This design comes from an exercise in tuning for small area, a short achievable clock period and few clock cycles on the open sky130 flow, not from production work.
At most, simulation tests tie the RTL to the original design; equivalence was not proved.
The RTL of runs 2 and 3 was laid out without a check of its function.
No activity file was given, so power comes from the tool's default toggle rates.

[flow/run.sh]
#!/bin/bash
# synth_recipe.tcl (not shown) runs the flow's synth.tcl, then flattens the netlist and writes it again
# the make line also repeats each setting of config.mk as NAME=value (left out here)
make -C /OpenROAD-flow-scripts/flow DESIGN_CONFIG=/design/flow/config.mk WORK_HOME=/design/flow/orfs CLKGATE_MAP_FILE= SYNTH_SCRIPT=/design/flow/synth_recipe.tcl finish
[flow/config.mk]
export PLATFORM = sky130hd
export DESIGN_NAME = raster_block
export DESIGN_NICKNAME = raster_block
export VERILOG_FILES = /design/flow/design.v
export SDC_FILE = /design/flow/constraint.sdc
export NUM_CORES = 4
export LEC_CHECK = 0
export CAP_MARGIN = 20
export CORE_MARGIN = 2
export CORE_UTILIZATION = 40
export PLACE_DENSITY = 0.6
export SLEW_MARGIN = 20
[flow/constraint.sdc]
create_clock -name core_clock -period 11.0 [get_ports {clk}]
set_input_delay 2.2000 -clock core_clock [delete_from_list [all_inputs] [get_ports {clk}]]
set_output_delay 2.2000 -clock core_clock [all_outputs]
set_load 0.01 [all_outputs]
[flow/design.v]
module raster_block (
    input  wire        clk,
    input  wire        rst,           
    input  wire        reg_valid,
    input  wire        reg_write,
    input  wire [5:0]  reg_addr,
    input  wire [31:0] reg_wdata,
    output reg  [31:0] reg_rdata,
    output wire        reg_berr,
    output wire        pix_re,
    output wire [15:0] pix_addr,
    input  wire [7:0]  pix_rdata,
    output wire        bmp_re,
    output wire        bmp_we,
    output wire [12:0] bmp_addr,
    output wire [7:0]  bmp_wdata,
    input  wire [7:0]  bmp_rdata,
    output wire        out_we,
    output wire [14:0] out_addr,
    output wire [7:0]  out_wdata,
    output wire        busy_o
);
    localparam [2:0] S_IDLE = 3'd0,
                     S_ILL  = 3'd1,    
                     S_MUL  = 3'd2,    
                     S_CHK  = 3'd3,    
                     S_RAST = 3'd4,    
                     S_ENC  = 3'd5;    
    localparam [3:0] E_NONE = 4'd0,  E_RSVD = 4'd1,  E_BADOP = 4'd2,
                     E_THRESH = 4'd3, E_WZERO = 4'd4, E_WALIGN = 4'd5,
                     E_HZERO = 4'd6, E_PIXCAP = 4'd7, E_BWZERO = 4'd8,
                     E_BWALIGN = 4'd9, E_BHZERO = 4'd10, E_BMPLEN = 4'd11,
                     E_OUTCAP = 4'd12;
    localparam [2:0] P_LIT = 3'd0, P_NUM = 3'd1, P_REG = 3'd2, P_LOOP = 3'd3,
                     P_END = 3'd4;
    reg [2:0]  st;
    reg        done, errf, ovr;
    reg [3:0]  ecode;
    reg [31:0] width, height, thresh, bmp_w, bmp_h;
    reg [14:0] out_len;
    reg [1:0]  op;         
    reg        ovf;        
    reg [13:0] t_len;      
    reg [15:0] p;          
    reg [15:0] ba;         
    reg [7:0]  acc;        
    reg        wv;         
    reg        rv;         
    reg        sub;        
    reg        ph;         
    reg [3:0]  dg;         
    reg [2:0]  k;          
    reg [5:0]  pc;         
    wire busy = (st != S_IDLE);
    assign busy_o = busy;
    wire rast = (op == 2'd1);
    wire zpl  = (op == 2'd3);
    wire addr_ok = (reg_addr[1:0] == 2'b00) && (reg_addr <= 6'h30);
    assign reg_berr = reg_valid && !addr_ok;
    wire wr = reg_valid && reg_write && addr_ok;
    reg [15:0] err16;
    always @(*) begin
        case (ecode)
            E_RSVD:    err16 = 16'hF105;
            E_BADOP:   err16 = 16'hF005;
            E_THRESH:  err16 = 16'h0101;
            E_WZERO:   err16 = 16'h0201;
            E_WALIGN:  err16 = 16'h0301;
            E_HZERO:   err16 = 16'h0401;
            E_PIXCAP:  err16 = 16'h0504;
            E_BWZERO:  err16 = 16'h1101;
            E_BWALIGN: err16 = 16'h1203;
            E_BHZERO:  err16 = 16'h1301;
            E_BMPLEN:  err16 = 16'h1403;
            E_OUTCAP:  err16 = 16'h3104;
            default:   err16 = 16'h0000;
        endcase
    end
    always @(*) begin
        case (reg_addr[5:2])
            4'd1:    reg_rdata = {28'd0, ovr, errf, done, busy};
            4'd2:    reg_rdata = {16'd0, err16};
            4'd3:    reg_rdata = width;
            4'd4:    reg_rdata = height;
            4'd5:    reg_rdata = thresh;
            4'd6:    reg_rdata = bmp_w;
            4'd7:    reg_rdata = bmp_h;
            4'd8:    reg_rdata = {3'd0, bmp_w[31:3]};
            4'd9:    reg_rdata = {17'd0, out_len};
            4'd10:   reg_rdata = 32'd65536;
            4'd11:   reg_rdata = 32'd8192;
            4'd12:   reg_rdata = 32'd16400;
            default: reg_rdata = 32'd0;
        endcase
    end
    wire [13:0] m_b = rast ? width[16:3]  : bmp_w[16:3];
    wire [13:0] m_h = rast ? height[13:0] : bmp_h[13:0];
    wire        m_big = rast ? ((|width[31:17]) || (|height[31:14]))
                             : ((|bmp_w[31:17]) || (|bmp_h[31:14]));
    wire [15:0] m_sum = {1'b0, t_len, 1'b0} + (m_h[dg] ? {2'b0, m_b} : 16'd0);
    wire [13:0] e_b = bmp_w[16:3];
    wire [2:0]  nd_w = 3'd1 + (e_b >= 14'd2) + (e_b >= 14'd13) + (e_b >= 14'd125) +
                       (e_b >= 14'd1250);
    wire [2:0]  nd_t = 3'd1 + (t_len >= 14'd10) + (t_len >= 14'd100) + (t_len >= 14'd1000);
    wire [2:0]  nd_b = 3'd1 + (e_b >= 14'd10) + (e_b >= 14'd100) + (e_b >= 14'd1000);
    wire [15:0] zpl_len = 16'd34 + {13'd0, nd_w} + {12'd0, nd_t, 1'b0} + {13'd0, nd_b} +
                          {1'b0, t_len, 1'b0};
    function [10:0] prog(input z, input [5:0] i);
        if (!z) begin
            case (i)
                6'd0:  prog = {P_LIT, 8'h1B};
                6'd1:  prog = {P_LIT, 8'h40};
                6'd2:  prog = {P_LIT, 8'h1B};
                6'd3:  prog = {P_LIT, 8'h61};
                6'd4:  prog = {P_LIT, 8'h01};
                6'd5:  prog = {P_LIT, 8'h1D};
                6'd6:  prog = {P_LIT, 8'h76};
                6'd7:  prog = {P_LIT, 8'h30};
                6'd8:  prog = {P_LIT, 8'h00};
                6'd9:  prog = {P_REG, 8'd0};
                6'd10: prog = {P_REG, 8'd1};
                6'd11: prog = {P_REG, 8'd2};
                6'd12: prog = {P_REG, 8'd3};
                6'd13: prog = {P_LOOP, 8'd0};
                6'd14: prog = {P_LIT, 8'h0A};
                6'd15: prog = {P_LIT, 8'h0A};
                6'd16: prog = {P_LIT, 8'h0A};
                6'd17: prog = {P_LIT, 8'h1D};
                6'd18: prog = {P_LIT, 8'h56};
                6'd19: prog = {P_LIT, 8'h00};
                default: prog = {P_END, 8'd0};
            endcase
        end else begin
            case (i)
                6'd0:  prog = {P_LIT, 8'h5E};    
                6'd1:  prog = {P_LIT, 8'h58};
                6'd2:  prog = {P_LIT, 8'h41};
                6'd3:  prog = {P_LIT, 8'h0A};
                6'd4:  prog = {P_LIT, 8'h5E};
                6'd5:  prog = {P_LIT, 8'h50};
                6'd6:  prog = {P_LIT, 8'h57};
                6'd7:  prog = {P_NUM, 8'd0};     
                6'd8:  prog = {P_LIT, 8'h0A};    
                6'd9:  prog = {P_LIT, 8'h5E};
                6'd10: prog = {P_LIT, 8'h4C};
                6'd11: prog = {P_LIT, 8'h48};
                6'd12: prog = {P_LIT, 8'h30};
                6'd13: prog = {P_LIT, 8'h2C};
                6'd14: prog = {P_LIT, 8'h30};
                6'd15: prog = {P_LIT, 8'h0A};
                6'd16: prog = {P_LIT, 8'h5E};
                6'd17: prog = {P_LIT, 8'h46};
                6'd18: prog = {P_LIT, 8'h4F};
                6'd19: prog = {P_LIT, 8'h30};
                6'd20: prog = {P_LIT, 8'h2C};
                6'd21: prog = {P_LIT, 8'h30};
                6'd22: prog = {P_LIT, 8'h0A};
                6'd23: prog = {P_LIT, 8'h5E};
                6'd24: prog = {P_LIT, 8'h47};
                6'd25: prog = {P_LIT, 8'h46};
                6'd26: prog = {P_LIT, 8'h41};
                6'd27: prog = {P_LIT, 8'h2C};
                6'd28: prog = {P_NUM, 8'd1};     
                6'd29: prog = {P_LIT, 8'h2C};
                6'd30: prog = {P_NUM, 8'd1};     
                6'd31: prog = {P_LIT, 8'h2C};
                6'd32: prog = {P_NUM, 8'd2};     
                6'd33: prog = {P_LIT, 8'h2C};
                6'd34: prog = {P_LOOP, 8'd0};    
                6'd35: prog = {P_LIT, 8'h0A};    
                6'd36: prog = {P_LIT, 8'h5E};
                6'd37: prog = {P_LIT, 8'h58};
                6'd38: prog = {P_LIT, 8'h5A};
                default: prog = {P_END, 8'd0};
            endcase
        end
    endfunction
    wire [10:0] pe = prog(zpl, pc);
    wire [2:0]  p_type = pe[10:8];
    wire [7:0]  p_byte = pe[7:0];
    reg [7:0] reg_byte;
    always @(*) begin
        case (p_byte[1:0])
            2'd0:    reg_byte = bmp_w[10:3];
            2'd1:    reg_byte = bmp_w[18:11];
            2'd2:    reg_byte = bmp_h[7:0];
            default: reg_byte = bmp_h[15:8];
        endcase
    end
    wire [15:0] num_val = (p_byte[1:0] == 2'd0) ? bmp_w[15:0] :
                          (p_byte[1:0] == 2'd1) ? {2'd0, t_len} : {3'd0, bmp_w[15:3]};
    wire [2:0]  num_nd  = (p_byte[1:0] == 2'd0) ? nd_w :
                          (p_byte[1:0] == 2'd1) ? nd_t : nd_b;
    reg [15:0] pow10;
    always @(*) begin
        case (k)
            3'd0:    pow10 = 16'd1;
            3'd1:    pow10 = 16'd10;
            3'd2:    pow10 = 16'd100;
            3'd3:    pow10 = 16'd1000;
            default: pow10 = 16'd10000;
        endcase
    end
    wire [16:0] ba_sub = {1'b0, ba} - {1'b0, pow10};
    wire        ba_ge  = !ba_sub[16];
    wire [15:0] ba_inc = ba + 16'd1;
    wire [16:0] p_inc  = {1'b0, p} + 17'd1;
    function [7:0] hex_char(input [3:0] n);
        hex_char = (n < 4'd10) ? {4'h3, n} : (8'h37 + {4'd0, n});
    endfunction
    wire r_read = (st == S_RAST) && !sub;
    wire e_read = (st == S_ENC) && (p_type == P_LOOP) && !sub;
    assign pix_re    = r_read;
    assign pix_addr  = p;
    assign bmp_re    = e_read;
    assign bmp_we    = wv && rast;
    assign bmp_addr  = ba[12:0];
    assign bmp_wdata = acc;
    assign out_we    = wv && !rast;
    assign out_addr  = p[14:0];
    assign out_wdata = acc;
    always @(posedge clk) begin
        if (rst) begin
            st      <= S_IDLE;
            done    <= 1'b0;
            errf    <= 1'b0;
            ovr     <= 1'b0;
            ecode   <= E_NONE;
            width   <= 32'd0;
            height  <= 32'd0;
            thresh  <= 32'd0;
            bmp_w   <= 32'd0;
            bmp_h   <= 32'd0;
            out_len <= 15'd0;
            wv      <= 1'b0;
            rv      <= 1'b0;
        end else begin
            wv <= 1'b0;
            rv <= r_read || e_read;
            if (wr) begin
                case (reg_addr[5:2])
                    4'd0:
                        if (busy) begin
                            ovr <= 1'b1;
                        end else begin
                            done  <= 1'b0;
                            errf  <= 1'b0;
                            ecode <= E_NONE;
                            t_len <= 14'd0;
                            ovf   <= 1'b0;
                            dg    <= 4'd13;
                            if (reg_wdata[31:2] == 30'd0 && reg_wdata[1:0] != 2'd0) begin
                                op <= reg_wdata[1:0];
                                st <= S_MUL;
                            end else begin
                                op <= {1'b0, reg_wdata[31:8] != 24'd0};
                                st <= S_ILL;
                            end
                        end
                    4'd1: begin
                        if (reg_wdata[1]) done <= 1'b0;
                        if (reg_wdata[2]) errf <= 1'b0;
                        if (reg_wdata[3]) ovr  <= 1'b0;
                    end
                    4'd3: if (!busy) width  <= reg_wdata;
                    4'd4: if (!busy) height <= reg_wdata;
                    4'd5: if (!busy) thresh <= reg_wdata;
                    4'd6: if (!busy) bmp_w  <= reg_wdata;
                    4'd7: if (!busy) bmp_h  <= reg_wdata;
                    default: ;
                endcase
            end
            case (st)
                S_ILL: begin
                    st    <= S_IDLE;
                    errf  <= 1'b1;
                    ecode <= op[0] ? E_RSVD : E_BADOP;
                end
                S_MUL: begin
                    t_len <= m_sum[13:0];
                    if (m_sum > 16'd8192) ovf <= 1'b1;
                    dg <= dg - 4'd1;
                    if (dg == 4'd0) st <= S_CHK;
                end
                S_CHK: begin
                    p   <= 16'd0;
                    ba  <= 16'd0;
                    pc  <= 6'd0;
                    sub <= 1'b0;
                    ph  <= 1'b0;
                    if (rast) begin
                        st   <= S_IDLE;
                        errf <= 1'b1;
                        if (|thresh[31:8])          ecode <= E_THRESH;
                        else if (width == 32'd0)    ecode <= E_WZERO;
                        else if (|width[2:0])       ecode <= E_WALIGN;
                        else if (height == 32'd0)   ecode <= E_HZERO;
                        else if (ovf || m_big)      ecode <= E_PIXCAP;
                        else begin
                            errf <= 1'b0;
                            st   <= S_RAST;
                        end
                    end else begin
                        st      <= S_IDLE;
                        errf    <= 1'b1;
                        out_len <= 15'd0;
                        if (bmp_w == 32'd0)         ecode <= E_BWZERO;
                        else if (|bmp_w[2:0])       ecode <= E_BWALIGN;
                        else if (bmp_h == 32'd0)    ecode <= E_BHZERO;
                        else if (ovf || m_big)      ecode <= E_BMPLEN;
                        else if (zpl && zpl_len > 16'd16400) ecode <= E_OUTCAP;
                        else begin
                            errf    <= 1'b0;
                            out_len <= out_len;
                            st      <= S_ENC;
                        end
                    end
                end
                S_RAST: begin
                    if (!sub) begin
                        p <= p_inc[15:0];
                        if (p_inc == {t_len, 3'b000}) sub <= 1'b1;
                    end
                    if (rv) begin
                        acc <= {acc[6:0], pix_rdata < thresh[7:0]};
                        wv  <= (p[2:0] == 3'd0);
                    end
                    if (wv) begin
                        ba <= ba_inc;
                        if (ba_inc == {2'd0, t_len}) begin
                            bmp_w <= width;
                            bmp_h <= height;
                            done  <= 1'b1;
                            st    <= S_IDLE;
                        end
                    end
                end
                S_ENC: begin
                    if (wv) p <= p_inc[15:0];
                    case (p_type)
                        P_LIT: begin
                            acc <= p_byte;
                            wv  <= 1'b1;
                            pc  <= pc + 6'd1;
                        end
                        P_REG: begin
                            acc <= reg_byte;
                            wv  <= 1'b1;
                            pc  <= pc + 6'd1;
                        end
                        P_NUM: begin
                            if (!sub) begin
                                ba  <= num_val;
                                k   <= num_nd - 3'd1;
                                dg  <= 4'd0;
                                sub <= 1'b1;
                            end else if (ba_ge) begin
                                ba <= ba_sub[15:0];
                                dg <= dg + 4'd1;
                            end else begin
                                acc <= {4'h3, dg};
                                wv  <= 1'b1;
                                dg  <= 4'd0;
                                k   <= k - 3'd1;
                                if (k == 3'd0) begin
                                    sub <= 1'b0;
                                    pc  <= pc + 6'd1;
                                end
                            end
                        end
                        P_LOOP: begin
                            if (!sub) begin
                                if (zpl) begin
                                    ph <= !ph;
                                    if (ph) begin
                                        ba <= ba_inc;
                                        if (ba_inc == {2'd0, t_len}) sub <= 1'b1;
                                    end
                                end else begin
                                    ba <= ba_inc;
                                    if (ba_inc == {2'd0, t_len}) sub <= 1'b1;
                                end
                            end else begin
                                sub <= 1'b0;
                                pc  <= pc + 6'd1;
                            end
                            if (rv) begin
                                acc <= zpl ? hex_char(ph ? bmp_rdata[7:4] : bmp_rdata[3:0])
                                           : bmp_rdata;
                                wv  <= 1'b1;
                            end
                        end
                        default: begin
                            out_len <= p_inc[14:0];
                            done    <= 1'b1;
                            st      <= S_IDLE;
                        end
                    endcase
                end
                default: ;
            endcase
        end
    end
endmodule
==> metrics.md, run 1 <==
| Metric | Value |
|---|---|
| Status | `finished clean` |
| Max Used Layer | `met5` |
| Metal1 wirelength | `31100 um` |
| Metal2 WL | `34000 um` |
| Top_reg_cell synth | `dfxtp_1` |
| Ports | `156` |
| Mapped Cells | `2448` |
| CP endpoint kind | `primary output` |
| TritonCTS clock tree | `yes` |
| #FFs+latches synth | `288` |
| Asr flop ratio synth | `0` |
| Core area | `48700 um2` |
| Hpwl dp | `55600 um` |
| CP dominant cell by count | `clkdlybuf4s50_1` |
| Final Core Density | `0.465` |
| Routed WL | `75700 um` |
| Overflow after GRT | `0` |
| Sequential share of the synthesized area | `0.330` |
| GP Congestion | `0.946` |
| Diodes inserted | `0` |
| Tcrit/Tclk final | `0.671` |
| Clock slew at reported path FFs | `0.05 ns` |
| CP bufs+invs | `3` |
| Antenna viol nets, final | `0` |
| Net count, final | `2623` |
| Max-Cap Viols | `0` |
| Fillers | `4741` |
| CP Launch Type | `primary input` |
| Die Area | `50900 um2` |
| Row count | `81` |
| Clock skew | `0.0310 ns` |
| Layout cells sized above 1 | `0.0655` |
| Synth top area share | `0.220` |
| Final hold viol count | `0` |
| P_leak | `8.04 nW` |
| Hold crit path type | `flop to flop` |
| Critical-path cell list | `clkdlybuf4s50_1 -> or2_2 -> nor2_2 -> buf_4 -> a22oi_1 -> nand3_1 -> clkdlybuf4s50_1` |
| Chip height | `226 um` |
| Clock Root Buffer | `clkbuf_16` |
| Unrepaired setup endpoints after global routing | `no` |
| DR DRC count | `0` |
| Post-synthesis cell type count | `97` |
| Inserted Clock Buffers | `36` |
| H-tree depth | `2` |
| Setup TNS | `0 ns` |
| Peak supply drop | `0.108 mV` |
| Drt via density | `6.24` |
| Area grow syn2layout | `15.4%` |
| Worst Max-Slew Pin Slew | `1.15 ns` |
| Maximum clock path buffer count | `3` |
| Fin Hold WS | `0.455 ns` |
| Rel. slew slack | `0.228` |
| Fin. max-slew vios | `0` |
| Crit-path leading delay family | `buffers and inverters` |
| Arr. time, crit path | `5.18 ns` |
| CTS sink cnt | `288` |
| Setup violators final | `0` |
| Syn nets | `2595` |
| Max incr delay on CP | `0.63 ns` |
| Initial antenna violation count | `0` |
| Vias in the first global route | `18.4k` |
| First-pass DRT Iterations | `8` |
| Req. time, crit path | `8.80 ns` |
| Clock latency on the worst-skew pair | `0.58 ns` |
| Critical path's slowest cell | `clkdlybuf4s50_1` |
| Largest net degree at the start of global routing | `101` |
| Pwr Density | `113 nW/um2` |
| Initial Util | `0.403` |
| Avg Inst Size Synth | `8.02 um2` |
| Via count | `19.8k` |
| Post-CTS Setup Inserts | `0` |
| Gr usage total | `0.293` |
| 1st-iter DRT viols | `2885` |
| Largest cells by area after synthesis | `dfxtp_1 (22%), edfxtp_1 (11%), nand2_1 (7.6%), ha_1 (5.2%), a21oi_1 (4.9%)` |
| EDFF count, synth | `72` |
| Number of I/O port buffers | `155` |
| Chip width | `226 um` |
| Max Clock Freq | `135 MHz` |
| Worst-path fanout max | `25` |
| Cts repair resizes | `0` |
| Routed WL per cell | `23.9 um` |
| Min Clock Period, post-route | `7.38 ns` |
| Cts hold-fix bufs | `0` |
| Synth warn | `1` |
| Commonest non-fill, non-tap cell in the layout | `nand2_1` |
| Synthesized cell area | `19600 um2` |
| First-pass GRT wire length | `115000 um` |
| WL met3 | `7180 um` |
| Crit Path Category | `primary input to primary output` |
| Commonest cells after routing, fill and taps aside | `nand2_1 (396), nor2_1 (246), dfxtp_1 (216), a21oi_1 (194), clkdlybuf4s50_1 (154)` |
| Area leader, netlist | `dfxtp_1` |
[cell families after synthesis]
| kind of cell | after synthesis | share of synthesized area |
|---|---|---|
| xor+xnor | 87 | 0.0388 |
| compound gates | 631 | 0.228 |
| fa+ha+maj | 89 | 0.0594 |
| simple gates | 979 | 0.226 |
| flops | 288 | 0.330 |
| mux | 94 | 0.0548 |
| buf+inv | 280 | 0.0632 |
[final cells by class]
class,instances,area (um2),share of cell area
clock buffers,47,962,0.0425
clock inverters,19,255,0.0113
inverters,77,289,0.0128
multi-input cells,1880,12000,0.529
flip-flops and latches,288,6490,0.286
well taps,664,831,0.0367
repair buffers,193,1840,0.0811
[routing by layer]
layer | up-vias | track usage
li1 | 8961 | -
met5 | - | 0.0137
met2 | 1109 | 0.461
met1 | 9468 | 0.394
met4 | 2 | 0.124
met3 | 213 | 0.0514
[flip-flops by register name, summed over array words and instances, names as in the netlist, 4 cells and up, named ones only]
| signal | count |
|---|---|
| out_len | 15 |
| t_len | 14 |
| dg | 4 |
| bmp_h | 32 |
| height | 32 |
| width | 32 |
| ba | 16 |
| acc | 8 |
| pc | 6 |
| p | 16 |
| thresh | 32 |
| err16 | 9 |
| ecode | 4 |
| bmp_w | 32 |
[power breakdown]
part	switching, mW	leakage, nW	internal, mW
clock network	0.513	0.600	0.744
registers	0.0148	2.44	1.09
logic	0.124	4.99	0.0741
[Yosys cell counts (9+ instances only)]
library cell and number:
nand2_1 396, nor2_1 251, dfxtp_1 216, a21oi_1 194
clkbuf_1 137, a211oi_1 91, ha_1 82, mux2i_1 76
inv_1 73, edfxtp_1 72, nand3_1 72, o21ai_0 69
nor3_1 63, nor4_1 54, xnor2_1 49, a222oi_1 46
xor2_1 38, buf_4 37, a22oi_1 29, and2_1 21
and3_1 21, nand2b_1 20, nand4_1 20, a31oi_1 18
buf_2 17, o211ai_1 16, o21a_1 15, o22ai_1 14
a221oi_1 11, a22o_1 11, nor2b_1 11, o2bb2ai_2 10
a21o_1 9, a311oi_1 9, nand3b_1 9
[stage by stage]
step | power [mW] | cells | setup slack (ns) | cell area, um2
2_1_floorplan | 1.23 | 2448 | 4.84 | 19600
3_3_place_gp | 1.32 | 3102 | 3.77 | 21400
3_5_place_dp | 1.32 | 3102 | 3.71 | 21400
4_1_cts | 2.57 | 3168 | 3.71 | 22600
5_1_grt | 2.62 | 3168 | 3.46 | 22700
6_report | 2.56 | 3168 | 3.62 | 22700
[worst reg2reg max path, cell delays in order (launching register included)]
cell       delay (ns)
dfxtp_1          0.47
nor4_1           0.48
o21ai_0          0.16
a2111oi_0        0.50
ha_1             0.33
fa_1             0.42
inv_1            0.07
ha_1             0.22
inv_1            0.10
ha_1             0.26
fa_1             0.53
fa_1             0.47
nand2b_1         0.18
a21oi_1          0.29
o41ai_1          0.17
nor3_1           0.26
o21ai_0          0.11
nor2_1           0.59
nand2_2          0.20
o21bai_1         0.44
inv_1            0.18
ha_1             0.26
nand2_1          0.06
o22a_1           0.14
nor2_1           0.04
[final timing paths]
check	startpoint	end	slack, ns	depth (start not counted)
worst min register to register	thresh[3]	thresh[3]	0.45	2
worst min-delay path	thresh[3]	thresh[3]	0.45	2
worst max register to register	bmp_w[4]	err16[10]	3.87	24
worst max-delay path	reg_addr[2]	reg_rdata[6]	3.62	7
Testbench counts, summed over its fixed seeds: cycles 1,107,080.
==> inputs of run 2 (changes only) <==
--- a/flow/design.v
+++ b/flow/design.v
@@ -48,6 +48,7 @@
     reg        rv;         
     reg        sub;        
     reg        ph;         
+    reg        nz;         
     reg [3:0]  dg;         
     reg [2:0]  k;          
     reg [5:0]  pc;         
@@ -58,24 +59,18 @@
     wire addr_ok = (reg_addr[1:0] == 2'b00) && (reg_addr <= 6'h30);
     assign reg_berr = reg_valid && !addr_ok;
     wire wr = reg_valid && reg_write && addr_ok;
-    reg [15:0] err16;
-    always @(*) begin
-        case (ecode)
-            E_RSVD:    err16 = 16'hF105;
-            E_BADOP:   err16 = 16'hF005;
-            E_THRESH:  err16 = 16'h0101;
-            E_WZERO:   err16 = 16'h0201;
-            E_WALIGN:  err16 = 16'h0301;
-            E_HZERO:   err16 = 16'h0401;
-            E_PIXCAP:  err16 = 16'h0504;
-            E_BWZERO:  err16 = 16'h1101;
-            E_BWALIGN: err16 = 16'h1203;
-            E_BHZERO:  err16 = 16'h1301;
-            E_BMPLEN:  err16 = 16'h1403;
-            E_OUTCAP:  err16 = 16'h3104;
-            default:   err16 = 16'h0000;
-        endcase
-    end
+    wire [15:0] err16 = (ecode == E_RSVD)    ? 16'hF105 :
+                        (ecode == E_BADOP)   ? 16'hF005 :
+                        (ecode == E_THRESH)  ? 16'h0101 :
+                        (ecode == E_WZERO)   ? 16'h0201 :
+                        (ecode == E_WALIGN)  ? 16'h0301 :
+                        (ecode == E_HZERO)   ? 16'h0401 :
+                        (ecode == E_PIXCAP)  ? 16'h0504 :
+                        (ecode == E_BWZERO)  ? 16'h1101 :
+                        (ecode == E_BWALIGN) ? 16'h1203 :
+                        (ecode == E_BHZERO)  ? 16'h1301 :
+                        (ecode == E_BMPLEN)  ? 16'h1403 :
+                        (ecode == E_OUTCAP)  ? 16'h3104 : 16'h0000;
     always @(*) begin
         case (reg_addr[5:2])
             4'd1:    reg_rdata = {28'd0, ovr, errf, done, busy};
@@ -99,12 +94,11 @@
                              : ((|bmp_w[31:17]) || (|bmp_h[31:14]));
     wire [15:0] m_sum = {1'b0, t_len, 1'b0} + (m_h[dg] ? {2'b0, m_b} : 16'd0);
     wire [13:0] e_b = bmp_w[16:3];
-    wire [2:0]  nd_w = 3'd1 + (e_b >= 14'd2) + (e_b >= 14'd13) + (e_b >= 14'd125) +
-                       (e_b >= 14'd1250);
-    wire [2:0]  nd_t = 3'd1 + (t_len >= 14'd10) + (t_len >= 14'd100) + (t_len >= 14'd1000);
-    wire [2:0]  nd_b = 3'd1 + (e_b >= 14'd10) + (e_b >= 14'd100) + (e_b >= 14'd1000);
-    wire [15:0] zpl_len = 16'd34 + {13'd0, nd_w} + {12'd0, nd_t, 1'b0} + {13'd0, nd_b} +
-                          {1'b0, t_len, 1'b0};
+    wire zpl_long = (t_len >= 14'd8179) ||
+                    (t_len == 14'd8178 && e_b >= 14'd2) ||
+                    (t_len == 14'd8177 && e_b >= 14'd13) ||
+                    (t_len == 14'd8176 && e_b >= 14'd125) ||
+                    (t_len == 14'd8175 && e_b >= 14'd1250);
     function [10:0] prog(input z, input [5:0] i);
         if (!z) begin
             case (i)
@@ -189,8 +183,6 @@
     end
     wire [15:0] num_val = (p_byte[1:0] == 2'd0) ? bmp_w[15:0] :
                           (p_byte[1:0] == 2'd1) ? {2'd0, t_len} : {3'd0, bmp_w[15:3]};
-    wire [2:0]  num_nd  = (p_byte[1:0] == 2'd0) ? nd_w :
-                          (p_byte[1:0] == 2'd1) ? nd_t : nd_b;
     reg [15:0] pow10;
     always @(*) begin
         case (k)
@@ -201,9 +193,10 @@
             default: pow10 = 16'd10000;
         endcase
     end
-    wire [16:0] ba_sub = {1'b0, ba} - {1'b0, pow10};
-    wire        ba_ge  = !ba_sub[16];
-    wire [15:0] ba_inc = ba + 16'd1;
+    wire        numst  = (p_type == P_NUM);
+    wire [16:0] ba_add = {1'b0, ba} + {1'b0, numst ? ~pow10 : 16'd0} + 17'd1;
+    wire [15:0] ba_inc = ba_add[15:0];
+    wire        ba_ge  = ba_add[16];
     wire [16:0] p_inc  = {1'b0, p} + 17'd1;
     function [7:0] hex_char(input [3:0] n);
         hex_char = (n < 4'd10) ? {4'h3, n} : (8'h37 + {4'd0, n});
@@ -308,7 +301,7 @@
                         else if (|bmp_w[2:0])       ecode <= E_BWALIGN;
                         else if (bmp_h == 32'd0)    ecode <= E_BHZERO;
                         else if (ovf || m_big)      ecode <= E_BMPLEN;
-                        else if (zpl && zpl_len > 16'd16400) ecode <= E_OUTCAP;
+                        else if (zpl && zpl_long)   ecode <= E_OUTCAP;
                         else begin
                             errf    <= 1'b0;
                             out_len <= out_len;
@@ -351,15 +344,19 @@
                         P_NUM: begin
                             if (!sub) begin
                                 ba  <= num_val;
-                                k   <= num_nd - 3'd1;
+                                k   <= (p_byte[1:0] == 2'd0) ? 3'd4 : 3'd3;
                                 dg  <= 4'd0;
+                                nz  <= 1'b0;
                                 sub <= 1'b1;
                             end else if (ba_ge) begin
-                                ba <= ba_sub[15:0];
+                                ba <= ba_add[15:0];
                                 dg <= dg + 4'd1;
                             end else begin
                                 acc <= {4'h3, dg};
-                                wv  <= 1'b1;
+                                if (dg != 4'd0 || nz || k == 3'd0) begin
+                                    wv <= 1'b1;
+                                    nz <= 1'b1;
+                                end
                                 dg  <= 4'd0;
                                 k   <= k - 3'd1;
                                 if (k == 3'd0) begin
--- a/flow/config.mk
+++ b/flow/config.mk
@@ -9,4 +9,5 @@
 export CORE_MARGIN = 2
 export CORE_UTILIZATION = 40
 export PLACE_DENSITY = 0.6
+export SETUP_SLACK_MARGIN = 5
 export SLEW_MARGIN = 20
==> metrics.md, run 2 <==
| Metric | Value |
|---|---|
| Status | `finished clean` |
| Layout cells sized above 1 | `0.115 (+0.0499)` |
| Pwr Density | `112 nW/um2 (-0.68%)` |
| Final hold viol count | `0 (unchanged)` |
| Unrepaired setup endpoints after global routing | `yes` |
| Initial Util | `0.407 (+0.00381)` |
| Arr. time, crit path | `3.77 ns (-1.41 ns)` |
| Synth warn | `1 (unchanged)` |
| Syn nets | `2443 (-5.9%)` |
| Via count | `19.2k (-2.8%)` |
| Asr flop ratio synth | `0 (unchanged)` |
| CP endpoint kind | `primary output` |
| 1st-iter DRT viols | `2435 (-16%)` |
| Hold crit path type | `flop to flop` |
| Clock latency on the worst-skew pair | `0.56 ns (-0.02 ns)` |
| Die Area | `49200 um2 (-3.3%)` |
| Core area | `46700 um2 (-4.3%)` |
| Clock skew | `0.0155 ns (-0.0155 ns)` |
| Largest cells by area after synthesis | `dfxtp_1 (22%), edfxtp_1 (12%), nand2_1 (6.8%), mux2i_1 (5.6%), a21oi_1 (5.5%)` |
| First-pass GRT wire length | `113000 um (-0.99%)` |
| Register Area | `6340 um2 (-2.3%)` |
| Area grow syn2layout | `18.7%` |
| Req. time, crit path | `8.80 ns (about the same)` |
| Row count | `79 (-2.5%)` |
| Routed WL per cell | `25.2 um (+5.5%)` |
| Top_reg_cell synth | `dfxtp_1` |
| Commonest cells in the netlist | `nand2_1 (343), nor2_1 (251), a21oi_1 (207), dfxtp_1 (207), clkbuf_1 (139)` |
| CTS sink cnt | `280 (-2.8%)` |
| Mapped Cells | `2338 (-4.5%)` |
| Synth top area share | `0.218 (-0.00177)` |
| Crit Path Category | `primary input to primary output` |
| Post-Place Cell Area | `20600 um2 (-3.8%)` |
| Most common cell in the netlist | `nand2_1` |
| Clock slew at reported path FFs | `0.06 ns (about the same)` |
| Fin. max-slew vios | `0 (unchanged)` |
| Synthesized cell area | `19000 um2 (-3.4%)` |
| Avg Inst Size Synth | `8.12 um2 (+1.2%)` |
| TritonCTS clock tree | `yes` |
| Multi-input logic area | `11800 um2 (-2.0%)` |
| Commonest non-fill, non-tap cell in the layout | `nand2_1` |
| Hpwl dp | `54100 um (-2.7%)` |
| Clock Root Buffer | `clkbuf_16` |
| First-pass DRT Iterations | `19 (+11)` |
| Rel. slew slack | `0.229 (+0.000894)` |
| Diodes inserted | `0 (unchanged)` |
| Ports | `156 (unchanged)` |
| Tcrit/Tclk final | `0.543 (-0.128)` |
| Post-synthesis cell type count | `97 (unchanged)` |
| Maximum clock path buffer count | `3 (unchanged)` |
| #FFs+latches synth | `280 (-2.8%)` |
| Worst-path fanout max | `16 (-36%)` |
| Setup violators final | `0 (unchanged)` |
| Worst Max-Slew Pin Slew | `1.15 ns (-0.00765 ns)` |
| Max Clock Freq | `167 MHz (+24%)` |
| Commonest cells after routing, fill and taps aside | `nand2_1 (339), nor2_1 (247), dfxtp_1 (207), a21oi_1 (203), clkdlybuf4s50_1 (124)` |
| Chip width | `222 um (-1.7%)` |
| Vias in the first global route | `17.8k (-2.8%)` |
| CP Launch Type | `primary input` |
| Antenna viol nets, final | `0 (unchanged)` |
| Area leader, netlist | `dfxtp_1` |
| Routed WL | `76400 um (+0.97%)` |
| Drt via density | `6.33 (+1.5%)` |
| Inserted Clock Buffers | `35 (-2.8%)` |
| P_leak | `8.16 nW (+1.6%)` |
| H-tree depth | `2 (unchanged)` |
| DR DRC count | `0 (unchanged)` |
| Net count, final | `2505 (-4.5%)` |
| Chip height | `222 um (-1.7%)` |
| Largest net degree at the start of global routing | `114 (+13%)` |
| Overflow after GRT | `0 (unchanged)` |
| Gr usage total | `0.299 (+0.00570)` |
| Setup TNS | `0 ns (unchanged)` |
| Fillers | `4477 (-5.6%)` |
| Peak supply drop | `0.0817 mV (-24%)` |
| Initial antenna violation count | `0 (unchanged)` |
| Design Area, Final | `22500 um2 (-0.59%)` |
| Min Clock Period, post-route | `5.97 ns (-1.41 ns)` |
| GP Congestion | `0.970 (+2.5%)` |
| Sequential share of the synthesized area | `0.334 (+0.00367)` |
| Number of I/O port buffers | `155 (unchanged)` |
| Max-Cap Viols | `0 (unchanged)` |
| EDFF count, synth | `73 (+1.4%)` |
## run 2: changes by cell type after synthesis, moves of 11 or more
cell and delta:
a211oi_1 -50, a22oi_1 +48, a211oi_2 +50, ha_1 -37, nand3_1 -11, a21oi_1 +13, nor2b_1 +17, nand2_1 -53
nor3_1 -11, inv_1 -37, a222oi_1 -36, mux2i_1 +31
## run 2: cells by family (layout without fill, tap and decap cells)
group                      Yosys count  count (layout)  share of synthesized area
and+or+nand+nor                    914             915                      0.219
adders and majority gates           48              48                     0.0323
DFF                                280             280                      0.334
AOI/OAI and AO/OA                  637             637                      0.238
buffers and inverters              251             338                     0.0611
muxes                              128             128                     0.0748
xor gates and xnor gates            80              80                     0.0404
## run 2: what timing repair did
action / CTS / global route
hold buffers: 0 / 0
buffers inserted: 24 / 18
pin swaps: 11 / 16
resized for setup: 95 / 38
setup endpoints to repair: 120 / 95
cloned: 2 / 1
## run 2: power breakdown
| part | total [mW] | internal, mW | switching (mW) |
|---|---|---|---|
| clock | 1.22 | 0.739 | 0.484 |
| sequential | 1.09 | 1.07 | 0.0198 |
| combinational | 0.218 | 0.0872 | 0.131 |
## run 2: routing by layer
| layer | wire [um] | GRT usage | share of wire | vias to the layer above |
|---|---|---|---|---|
| li1 | - | - | - | 8650 |
| met1 | 32700 | 0.417 | 0.43 | 9345 |
| met2 | 33900 | 0.460 | 0.44 | 1012 |
| met3 | 6410 | 0.0399 | 0.084 | 187 |
| met4 | 3420 | 0.133 | 0.045 | 0 |
| met5 | 0 | 0 | 0 | - |
## run 2: critical path, stage by stage
cell	delay (ns)
buf_12	0.13
nand2b_4	0.20
buf_4	0.18
nor2_4	0.14
buf_12	0.17
a22oi_1	0.08
nand3_1	0.11
clkdlybuf4s50_1	0.55
## run 2: path summary, 6_finish.rpt
kind               start       endpoint  slack [ns]  cells past startpoint
max          reg_addr[5]  reg_rdata[27]        5.03                      8
min           thresh[30]     thresh[30]        0.47                      2
max reg2reg        pc[5]           flop        5.20                     24
min reg2reg   thresh[30]     thresh[30]        0.47                      2
## run 2: stage by stage
| stage | hold WS, ns | worst slack [ns] | power, mW | instances | utilization |
|---|---|---|---|---|---|
| 2_1_floorplan | 0.449 | 5.05 | 1.21 | 2338 | - |
| 3_3_place_gp | 0.461 | 3.09 | 1.31 | 2925 | 0.442 |
| 3_5_place_dp | 0.468 | 3.05 | 1.31 | 2925 | 0.442 |
| 4_1_cts | 0.475 | 4.98 | 2.54 | 3014 | 0.477 |
| 5_1_grt | 0.500 | 4.92 | 2.61 | 3033 | 0.483 |
| 6_report | 0.475 | 5.03 | 2.53 | 3033 | 0.483 |
## run 2: cell type report
type / count / area share
Clock buffer: 54 / 0.0489
Timing Repair Buffer: 234 / 0.102
Inverter: 41 / 0.00733
Multi-Input combinational cell: 1808 / 0.522
Clock inverter: 9 / 0.00511
Tap cell: 607 / 0.0337
Sequential cell: 280 / 0.281
==> inputs of run 3 (changes only) <==
--- a/flow/config.mk
+++ b/flow/config.mk
@@ -9,5 +9,5 @@
 export CORE_MARGIN = 2
 export CORE_UTILIZATION = 40
 export PLACE_DENSITY = 0.6
-export SETUP_SLACK_MARGIN = 5
+export SETUP_SLACK_MARGIN = 4
 export SLEW_MARGIN = 20
==> metrics.md, run 3 <==
| Metric | Value |
|---|---|
| Status | `finished clean` |
| EDFF count, synth | `73 (unchanged)` |
| Min Clock Period, post-route | `6.89 ns (+0.913 ns)` |
| Syn nets | `2443 (unchanged)` |
| Maximum clock path buffer count | `3 (unchanged)` |
| Max-Cap Viols | `0 (unchanged)` |
| Final Core Density | `0.472 (-0.0113)` |
| First-pass DRT Iterations | `17 (-2)` |
| Initial antenna violation count | `0 (unchanged)` |
| Via count | `18.9k (-1.3%)` |
| Hold depth | `2 (unchanged)` |
| Gr usage total | `0.295 (-0.00349)` |
| Drt via density | `6.31 (-0.27%)` |
| Fin Hold WS | `0.473 ns (-0.00230 ns)` |
| Most common cell in the netlist | `nand2_1` |
| Largest net degree at the start of global routing | `114 (unchanged)` |
| Chip width | `222 um (unchanged)` |
| Row count | `79 (unchanged)` |
| Pwr Density | `114 nW/um2 (+1.9%)` |
| Largest cells by area after synthesis | `dfxtp_1 (22%), edfxtp_1 (12%), nand2_1 (6.8%), mux2i_1 (5.6%), a21oi_1 (5.5%)` |
| Ports | `156 (unchanged)` |
| CP endpoint kind | `primary output` |
| Routed WL | `75100 um (-1.7%)` |
| Worst Max-Slew Pin Slew | `1.10 ns (-0.0494 ns)` |
| Routed WL per cell | `25.0 um (-0.67%)` |
| Req. time, crit path | `8.80 ns (about the same)` |
| Commonest cells after routing, fill and taps aside | `nand2_1 (341), nor2_1 (247), dfxtp_1 (207), a21oi_1 (205), clkdlybuf4s50_1 (150)` |
| Unrepaired setup endpoints after global routing | `yes` |
| Final hold viol count | `0 (unchanged)` |
| Worst-path fanout max | `19 (+3)` |
| Clock latency on the worst-skew pair | `0.56 ns (about the same)` |
| Avg Inst Size Synth | `8.12 um2 (unchanged)` |
| Setup violators final | `0 (unchanged)` |
| Post-synthesis cell type count | `97 (unchanged)` |
| Fin. max-slew vios | `0 (unchanged)` |
| GP Congestion | `0.970 (unchanged)` |
| Overflow after GRT | `0 (unchanged)` |
| Hold crit path type | `flop to flop` |
| Crit Path Category | `primary input to primary output` |
| Area leader, netlist | `dfxtp_1` |
| H-tree depth | `2 (unchanged)` |
| Area grow syn2layout | `15.9%` |
| Clock Root Buffer | `clkbuf_16` |
| Hpwl dp | `54100 um (unchanged)` |
| Clock skew | `0.0165 ns (+0.000940 ns)` |
| Diodes inserted | `0 (unchanged)` |
| Total chip power | `2.52 mW (-0.47%)` |
| Synth top area share | `0.218 (unchanged)` |
| DR DRC count | `0 (unchanged)` |
| Max Clock Freq | `145 MHz (-13%)` |
| Rel. slew slack | `0.269 (+0.0400)` |
| Part of the power in combinational logic | `0.082 (-0.004)` |
| Arr. time, crit path | `4.69 ns (+0.92 ns)` |
| Layout cells sized above 1 | `0.0956 (-0.0198)` |
| Antenna viol nets, final | `0 (unchanged)` |
| Die Area | `49200 um2 (unchanged)` |
| Net count, final | `2474 (-1.2%)` |
| Net Sw Frac | `0.251 (about the same)` |
| Setup TNS | `0 ns (unchanged)` |
| P_int | `1.89 mW (-0.48%)` |
| Core area | `46700 um2 (unchanged)` |
| Switch Pwr | `632 uW (-0.47%)` |
| Synthesized cell area | `19000 um2 (unchanged)` |
| Peak supply drop | `0.0818 mV (+0.19%)` |
| Initial Util | `0.407 (unchanged)` |
| Vias in the first global route | `17.6k (-1.2%)` |
| Sequential share of the synthesized area | `0.334 (unchanged)` |
| TritonCTS clock tree | `yes` |
| First-pass GRT wire length | `112000 um (-1.0%)` |
| Cts hold-fix bufs | `0 (unchanged)` |
| Asr flop ratio synth | `0 (unchanged)` |
| Clk pwr share | `0.486 (+0.002)` |
| Synth warn | `1 (unchanged)` |
| Inserted Clock Buffers | `35 (unchanged)` |
| R2R depth | `24 (unchanged)` |
| Commonest cells in the netlist | `nand2_1 (343), nor2_1 (251), a21oi_1 (207), dfxtp_1 (207), clkbuf_1 (139)` |
| Top_reg_cell synth | `dfxtp_1` |
| 1st-iter DRT viols | `2454 (+0.78%)` |
| Seq pwr share | `0.432 (+0.002)` |
| Chip height | `222 um (unchanged)` |
| CP Launch Type | `primary input` |
| #FFs+latches synth | `280 (unchanged)` |
| CTS sink cnt | `280 (unchanged)` |
| Commonest non-fill, non-tap cell in the layout | `nand2_1` |
| Number of I/O port buffers | `155 (unchanged)` |
| P_leak | `7.73 nW (-5.3%)` |
| Fillers | `4502 (+0.56%)` |
| Mapped Cells | `2338 (unchanged)` |
| Clock slew at reported path FFs | `0.06 ns (about the same)` |
| Tcrit/Tclk final | `0.626 (+0.0830)` |
run 3: cell counts after synthesis:
Identical to the previous run, type by type.
run 3: worst max-delay path, stage by stage:
cell and delay (ns):
clkdlybuf4s15_2 0.38, nand2b_1 0.35, nor2_4 0.40, buf_4 0.32, a22o_1 0.17, nor2_1 0.04, o21ai_0 0.17, clkdlybuf4s50_1 0.62
run 3: timing repair:
| action | CTS | global route |
|---|---|---|
| endpoints found under the setup margin | 33 | 64 |
| gates cloned | 0 | 1 |
| pin swaps | 3 | 1 |
| gates resized for setup | 19 | 9 |
| buffers inserted | 3 | 10 |
run 3: per-layer routing:
layer,wire length [um],vias up,GRT usage
li1,-,8586,-
met1,32400,9227,0.414
met2,33200,959,0.453
met3,6260,174,0.0411
met4,3290,0,0.126
met5,0,-,0
run 3: cells by family (layout without fill, tap and decap cells):
logic type,count (synthesis),after routing,synth area share
DFF,280,280,0.334
and+or+nand+nor,914,915,0.219
buffers and inverters,251,307,0.0611
adders and majority gates,48,48,0.0323
xor gates and xnor gates,80,80,0.0404
AOI/OAI and AO/OA,637,637,0.238
muxes,128,128,0.0748
run 3: path summary, 6_finish.rpt:
check                                  from            end  slack (ns)
worst max-delay path            reg_addr[3]  reg_rdata[16]        4.11
worst min-delay path             thresh[30]     thresh[30]        0.47
worst max register to register        op[0]           flop        4.39
worst min register to register   thresh[30]     thresh[30]        0.47
run 3: cell type report:
class	instances	area (um2)	area share
clock buffer	54	1100	0.0500
clock inverter	9	115	0.00523
timing repair buffer	203	1910	0.0867
multi-input combinational	1808	11600	0.528
sequential	280	6340	0.288
inverter	41	159	0.00722
tap	607	759	0.0345
run 3: power by group through the flow:
stage | Combinational [mW] | Sequential [mW] | Clock [mW]
6_report | 0.205 | 1.09 | 1.22
5_1_grt | 0.218 | 1.09 | 1.29
4_1_cts | 0.202 | 1.09 | 1.24
3_5_place_dp | 0.200 | 1.11 | 0
3_3_place_gp | 0.197 | 1.11 | 0
2_1_floorplan | 0.112 | 1.10 | 0
run 3: metrics by stage:
stage,cell area [um2],setup slack (ns),instances
floorplan,19000,5.05,2338
global placement,20600,3.09,2925
CTS,21900,4.03,2991
global route,22000,3.99,3002
detailed placement,20600,3.05,2925
finish,22000,4.11,3002

what the ideal ports hide:
The results above use ideal ports. As a check the final layouts listed here were re-extracted and re-timed, cells and wires unchanged. Step 1 (the two cells are an assumption about what drives the block):
set clk [get_ports {clk}]
set_driving_cell -lib_cell sky130_fd_sc_hd__clkbuf_16 $clk
set_driving_cell -lib_cell sky130_fd_sc_hd__buf_2 [delete_from_list [all_inputs] $clk]
Step 2 times the ports against the registers' clock, not the clock port: input delays grow and output delays shrink by t, the midpoint of the rising clock arrivals with the driver on. Three values: ideal ports, drivers, drivers and shift; two values: the first two.
run | t (ns) | setup slack, ns | worst hold slack (ns) | slew at the worst register clock pin (ns) | pins driven straight from the clock port
run 1 | 0.623 | 3.618 / 3.575 / 3.575 | 0.455 / 0.455 / 0.455 | 0.07 / 0.07 | 1
run 2 | 0.612 | 5.027 / 4.974 / 4.974 | 0.475 / 0.475 / 0.475 | 0.07 / 0.07 | 1
run 3 | 0.611 | 4.114 / 4.051 / 4.051 | 0.473 / 0.473 / 0.473 | 0.07 / 0.07 | 1
After both steps setup and hold are still met in every run listed. The setup slack of run 3, which loses most, moves by -0.063 ns with the drivers and by -0.063 ns with both steps.
